Source: an optimization exercise on an open RTL-to-GDS flow (aim: small area, a short achievable clock period and few clock cycles). Production flows keep margins and buffers that such runs may drop.
Only simulation tests tie the RTL to the original design; equivalence was not proved.
Power and IR drop assume default switching activity.

== build 69 ==
==> flow/design.v <==
module column_mapper (
    input  wire        clk,
    input  wire        rst,
    input  wire        cfg_valid,
    output wire        cfg_ready,
    input  wire        cfg_signed,       
    input  wire        cfg_continuous,   
    input  wire [7:0]  cfg_divisor,      
    input  wire [7:0]  cfg_max_zoom,     
    input  wire [7:0]  cfg_min_zoom,     
    input  wire [15:0] cfg_row_scale,    
    input  wire [31:0] cfg_zoom,         
    input  wire [23:0] cfg_base,         
    output wire        rd_en,
    output wire [23:0] rd_addr,
    input  wire [15:0] rd_data,
    output reg         col_valid,
    output reg  [6:0]  col_c,
    output wire [23:0] col_addr,
    output reg  [5:0]  col_row
);
    localparam [1:0] U_IDLE = 2'd0, U_CLAMP = 2'd1, U_MUL = 2'd2, U_DONE = 2'd3;
    reg  [1:0]  u_st;
    reg         u_sgn;
    reg         u_cont;
    reg  [7:0]  u_d;         
    reg  [7:0]  u_a;         
    reg  [7:0]  u_b;         
    reg  [8:0]  u_z;         
    reg         u_oor;       
    reg  [2:0]  u_cnt;
    reg  [15:0] u_p1;        
    reg  [15:0] u_p2;        
    reg         ready_r;
    wire        take = ready_r & cfg_valid;
    wire signed [9:0] zs   = {u_z[8], u_z};
    wire signed [9:0] zlo  = u_sgn ? -$signed({2'b00, u_b}) : 10'sd1;
    wire signed [9:0] zhi  = $signed({2'b00, u_a});
    reg  signed [9:0] zc;
    always @(*) begin
        if (u_oor)          zc = u_z[8] ? zlo : zhi;
        else if (zs < zlo)  zc = zlo;
        else if (zs > zhi)  zc = zhi;
        else                zc = zs;
    end
    wire        c_str  = u_sgn & (zc >= 10'sd2);
    wire        c_cmp  = u_sgn & (zc <= -10'sd2);
    wire [7:0]  c_zneg = -zc[7:0];
    wire [7:0]  c_zm   = ~u_sgn ? zc[7:0] : c_cmp ? c_zneg : 8'd1;
    wire [7:0]  c_zmax = (u_sgn && u_b > u_a) ? u_b : u_a;
    wire [3:0]  c_zs1  = zc[3:0] - 4'd1;
    wire        m_bit1 = u_cont ? (u_cnt == 3'd7) : u_d[7];
    always @(posedge clk) begin
        if (rst) begin
            u_st <= U_IDLE;
        end else begin
            case (u_st)
                U_IDLE: begin
                    u_sgn  <= cfg_signed;
                    u_cont <= cfg_continuous;
                    u_d    <= cfg_divisor;
                    u_a    <= cfg_max_zoom;
                    u_b    <= cfg_min_zoom;
                    u_z    <= {cfg_zoom[31], cfg_zoom[7:0]};
                    u_oor  <= |(cfg_zoom[30:8] ^ {23{cfg_zoom[31]}});
                    if (cfg_valid) u_st <= U_CLAMP;
                end
                U_CLAMP: begin
                    u_a      <= c_zmax;
                    u_b      <= c_zm;
                    u_oor    <= c_str;
                    u_z[3:0] <= c_zs1;
                    u_cnt    <= 3'd0;
                    u_p1     <= 16'd0;
                    u_p2     <= 16'd0;
                    u_st     <= U_MUL;
                end
                U_MUL: begin
                    u_p1  <= {u_p1[14:0], 1'b0} + (m_bit1  ? {8'd0, u_b} : 16'd0);
                    u_p2  <= {u_p2[14:0], 1'b0} + (u_d[7] ? {8'd0, u_a} : 16'd0);
                    u_d   <= {u_d[6:0], 1'b0};
                    u_cnt <= u_cnt + 3'd1;
                    if (u_cnt == 3'd7) u_st <= U_DONE;
                end
                default: begin
                    if (take) u_st <= U_IDLE;
                end
            endcase
        end
    end
    reg         vR;
    reg  [6:0]  cR;
    reg  [22:0] idx;
    reg  [1:0]  codeR;       
    reg  [3:0]  scnt;        
    reg  [1:0]  gap;         
    reg  [15:0] f_s;         
    reg  [22:0] f_cms;       
    reg         f_str;
    reg  [3:0]  f_zs1;
    reg  [15:0] f_rs;
    reg  [17:0] f_rs3;
    wire [23:0] r_sub  = {1'b0, idx} - {8'd0, f_s};
    wire        r_wrap = r_sub[23];
    wire [22:0] r_add  = idx + f_cms;
    wire        r_last = (scnt == f_zs1);
    wire        r_adv  = ~f_str | r_last;
    wire        r_end  = (cR == 7'd127);
    wire        vR_n   = vR ? ~r_end : take;
    wire [1:0]  gap_n  = (vR & r_end) ? 2'd3 : (gap != 2'd0) ? gap - 2'd1 : 2'd0;
    wire        ust_done_n = (u_st == U_DONE) ? ~take : (u_st == U_MUL && u_cnt == 3'd7);
    always @(posedge clk) begin
        if (rst) begin
            vR      <= 1'b0;
            gap     <= 2'd0;
            ready_r <= 1'b0;
        end else begin
            vR      <= vR_n;
            gap     <= gap_n;
            ready_r <= ust_done_n & ~vR_n & (gap_n == 2'd0);
        end
        if (ready_r) begin
            idx   <= cfg_base[22:0];
            f_rs  <= cfg_row_scale;
            f_s   <= u_p1;
            f_cms <= {u_p2, 7'd0} - {7'd0, u_p1};
            f_str <= u_oor;
            f_zs1 <= u_z[3:0];
            cR    <= 7'd0;
            codeR <= 2'b00;
            scnt  <= 4'd0;
        end else if (vR) begin
            cR    <= cR + 7'd1;
            codeR <= {r_adv, r_adv & r_wrap};
            scnt  <= r_last ? 4'd0 : scnt + 4'd1;
            if (r_adv) idx <= r_wrap ? r_add : r_sub[22:0];
        end
        f_rs3 <= {2'b00, f_rs} + {1'b0, f_rs, 1'b0};
    end
    assign cfg_ready = ready_r;
    assign rd_en     = vR;
    assign rd_addr   = {1'b0, idx};
    reg  [3:0]  pv;
    reg  [1:0]  pc1, pc2, pc3, pc4;
    reg         load0;       
    always @(posedge clk) begin
        if (rst) begin
            pv        <= 4'd0;
            col_valid <= 1'b0;
        end else begin
            pv        <= {pv[2:0], vR};
            col_valid <= pv[3];
        end
        pc1 <= codeR;
        pc2 <= pc1;
        pc3 <= pc2;
        pc4 <= pc3;
    end
    reg  [15:0] d_s;
    reg  [15:0] d_r1;
    reg  [1:0]  d_q1;
    reg         d_sat1;
    reg  [15:0] d_r2;
    reg  [3:0]  d_q2;
    reg         d_sat2;
    wire        a_sat = (f_rs[15:10] == 6'd0) && (d_s[15:6] >= f_rs[9:0]);
    wire [11:0] a_h   = d_s[15:4];
    wire [12:0] a_d1  = {1'b0, a_h} - {1'b0, f_rs[11:0]};
    wire [12:0] a_d2  = {1'b0, a_h} - {1'b0, f_rs[10:0], 1'b0};
    wire [12:0] a_d3  = {1'b0, a_h} - {1'b0, f_rs3[11:0]};
    wire        a_g1  = (f_rs[15:12]  == 4'd0) & ~a_d1[12];
    wire        a_g2  = (f_rs[15:11]  == 5'd0) & ~a_d2[12];
    wire        a_g3  = (f_rs3[17:12] == 6'd0) & ~a_d3[12];
    wire [11:0] a_r   = a_g3 ? a_d3[11:0] : a_g2 ? a_d2[11:0] : a_g1 ? a_d1[11:0] : a_h;
    wire [13:0] b_h   = d_r1[15:2];
    wire [14:0] b_d1  = {1'b0, b_h} - {1'b0, f_rs[13:0]};
    wire [14:0] b_d2  = {1'b0, b_h} - {1'b0, f_rs[12:0], 1'b0};
    wire [14:0] b_d3  = {1'b0, b_h} - {1'b0, f_rs3[13:0]};
    wire        b_g1  = (f_rs[15:14]  == 2'd0) & ~b_d1[14];
    wire        b_g2  = (f_rs[15:13]  == 3'd0) & ~b_d2[14];
    wire        b_g3  = (f_rs3[17:14] == 4'd0) & ~b_d3[14];
    wire [13:0] b_r   = b_g3 ? b_d3[13:0] : b_g2 ? b_d2[13:0] : b_g1 ? b_d1[13:0] : b_h;
    wire        c_g1  = d_r2 >= f_rs;
    wire        c_g2  = ~f_rs[15] & (d_r2 >= {f_rs[14:0], 1'b0});
    wire        c_g3  = (f_rs3[17:16] == 2'd0) & (d_r2 >= f_rs3[15:0]);
    wire [5:0]  c_q   = {d_q2, c_g2, c_g3 | (c_g1 & ~c_g2)};
    always @(posedge clk) begin
        d_s    <= rd_data;
        d_r1   <= {a_r, d_s[3:0]};
        d_q1   <= {a_g2, a_g3 | (a_g1 & ~a_g2)};
        d_sat1 <= a_sat;
        d_r2   <= {b_r, d_r1[1:0]};
        d_q2   <= {d_q1, b_g2, b_g3 | (b_g1 & ~b_g2)};
        d_sat2 <= d_sat1;
        col_row <= d_sat2 ? 6'd0 : ~c_q;
    end
    reg  [22:0] idxO;
    wire [22:0] o_opd = pc4[0] ? f_cms : {7'h7F, ~f_s};
    wire [22:0] o_nxt = idxO + o_opd + {22'd0, ~pc4[0]};
    always @(posedge clk) begin
        if (rst) begin
            col_c <= 7'h7F;
            load0 <= 1'b0;
        end else begin
            load0 <= ready_r & cfg_valid;
            if (pv[3]) col_c <= col_c + 7'd1;
        end
        if (load0)
            idxO <= idx;
        else if (pv[3] && pc4[1])
            idxO <= o_nxt;
    end
    assign col_addr = {1'b0, idxO};
endmodule
clock: 10.0 ns
lec_check: 0
cap_margin: 20
core_margin: 2
core_utilization: 40
slew_margin: 20
run.sh (not shown) runs the stock make flow with config.mk's settings and CLKGATE_MAP_FILE= SYNTH_SCRIPT=/design/flow/synth_recipe.tcl, a recipe that flattens the netlist after the stock synthesis.
Build 69: done, clean on timing, DRC and antenna
Testbench counts of build 69, summed over its fixed seeds: cycles 6,432.
For trial 5, these inputs were changed with respect to build 69:
- putting ABC_CLOCK_PERIOD_IN_PS at 2500 where nothing was set
- putting SETUP_SLACK_MARGIN at 5 where nothing was set
Results
Trial 5 against build 69: transition at the pin with the smallest max-transition slack neither gained nor lost much; critical path required time now larger; total length of routed wires has remained practically unchanged; final period demand of the worst path decreased 0.23 ns; worst slew margin relative to its limit shows no meaningful change.
met3 layer wire length in the routed design came out higher on trial 5 than on build 69.
On sequential share of power, build 69 and trial 5 are basically level.
Build 69 has higher final worst-path cycle share than trial 5.

## static timing again, ports no longer ideal
In the flow no input, the clock included, has a driving cell. The finished layouts below were timed again as built, in two steps. Step 1 (the two cells are an assumption about what drives the block):
set clk [get_ports {clk}]
set_driving_cell -lib_cell sky130_fd_sc_hd__clkbuf_16 $clk
set_driving_cell -lib_cell sky130_fd_sc_hd__buf_2 [delete_from_list [all_inputs] $clk]
Step 2 moves the port delays by t, midway between the first and last clock arrival at a register: inputs arrive t later, outputs are due t later. That takes back most of the time a late clock gives input paths. Slacks: no drivers / after step 1 / after step 2; pairs: no drivers / after step 1.
| run | shift t [ns] | setup slack, ns | worst setup path after step 2 |
|---|---|---|---|
| build 69 | 0.607 | 5.095 / 5.095 / 5.095 | register to register |
| trial 5 | 0.608 | 5.328 / 5.328 / 5.328 | register to register |
After both steps setup and hold are still met in every run listed.
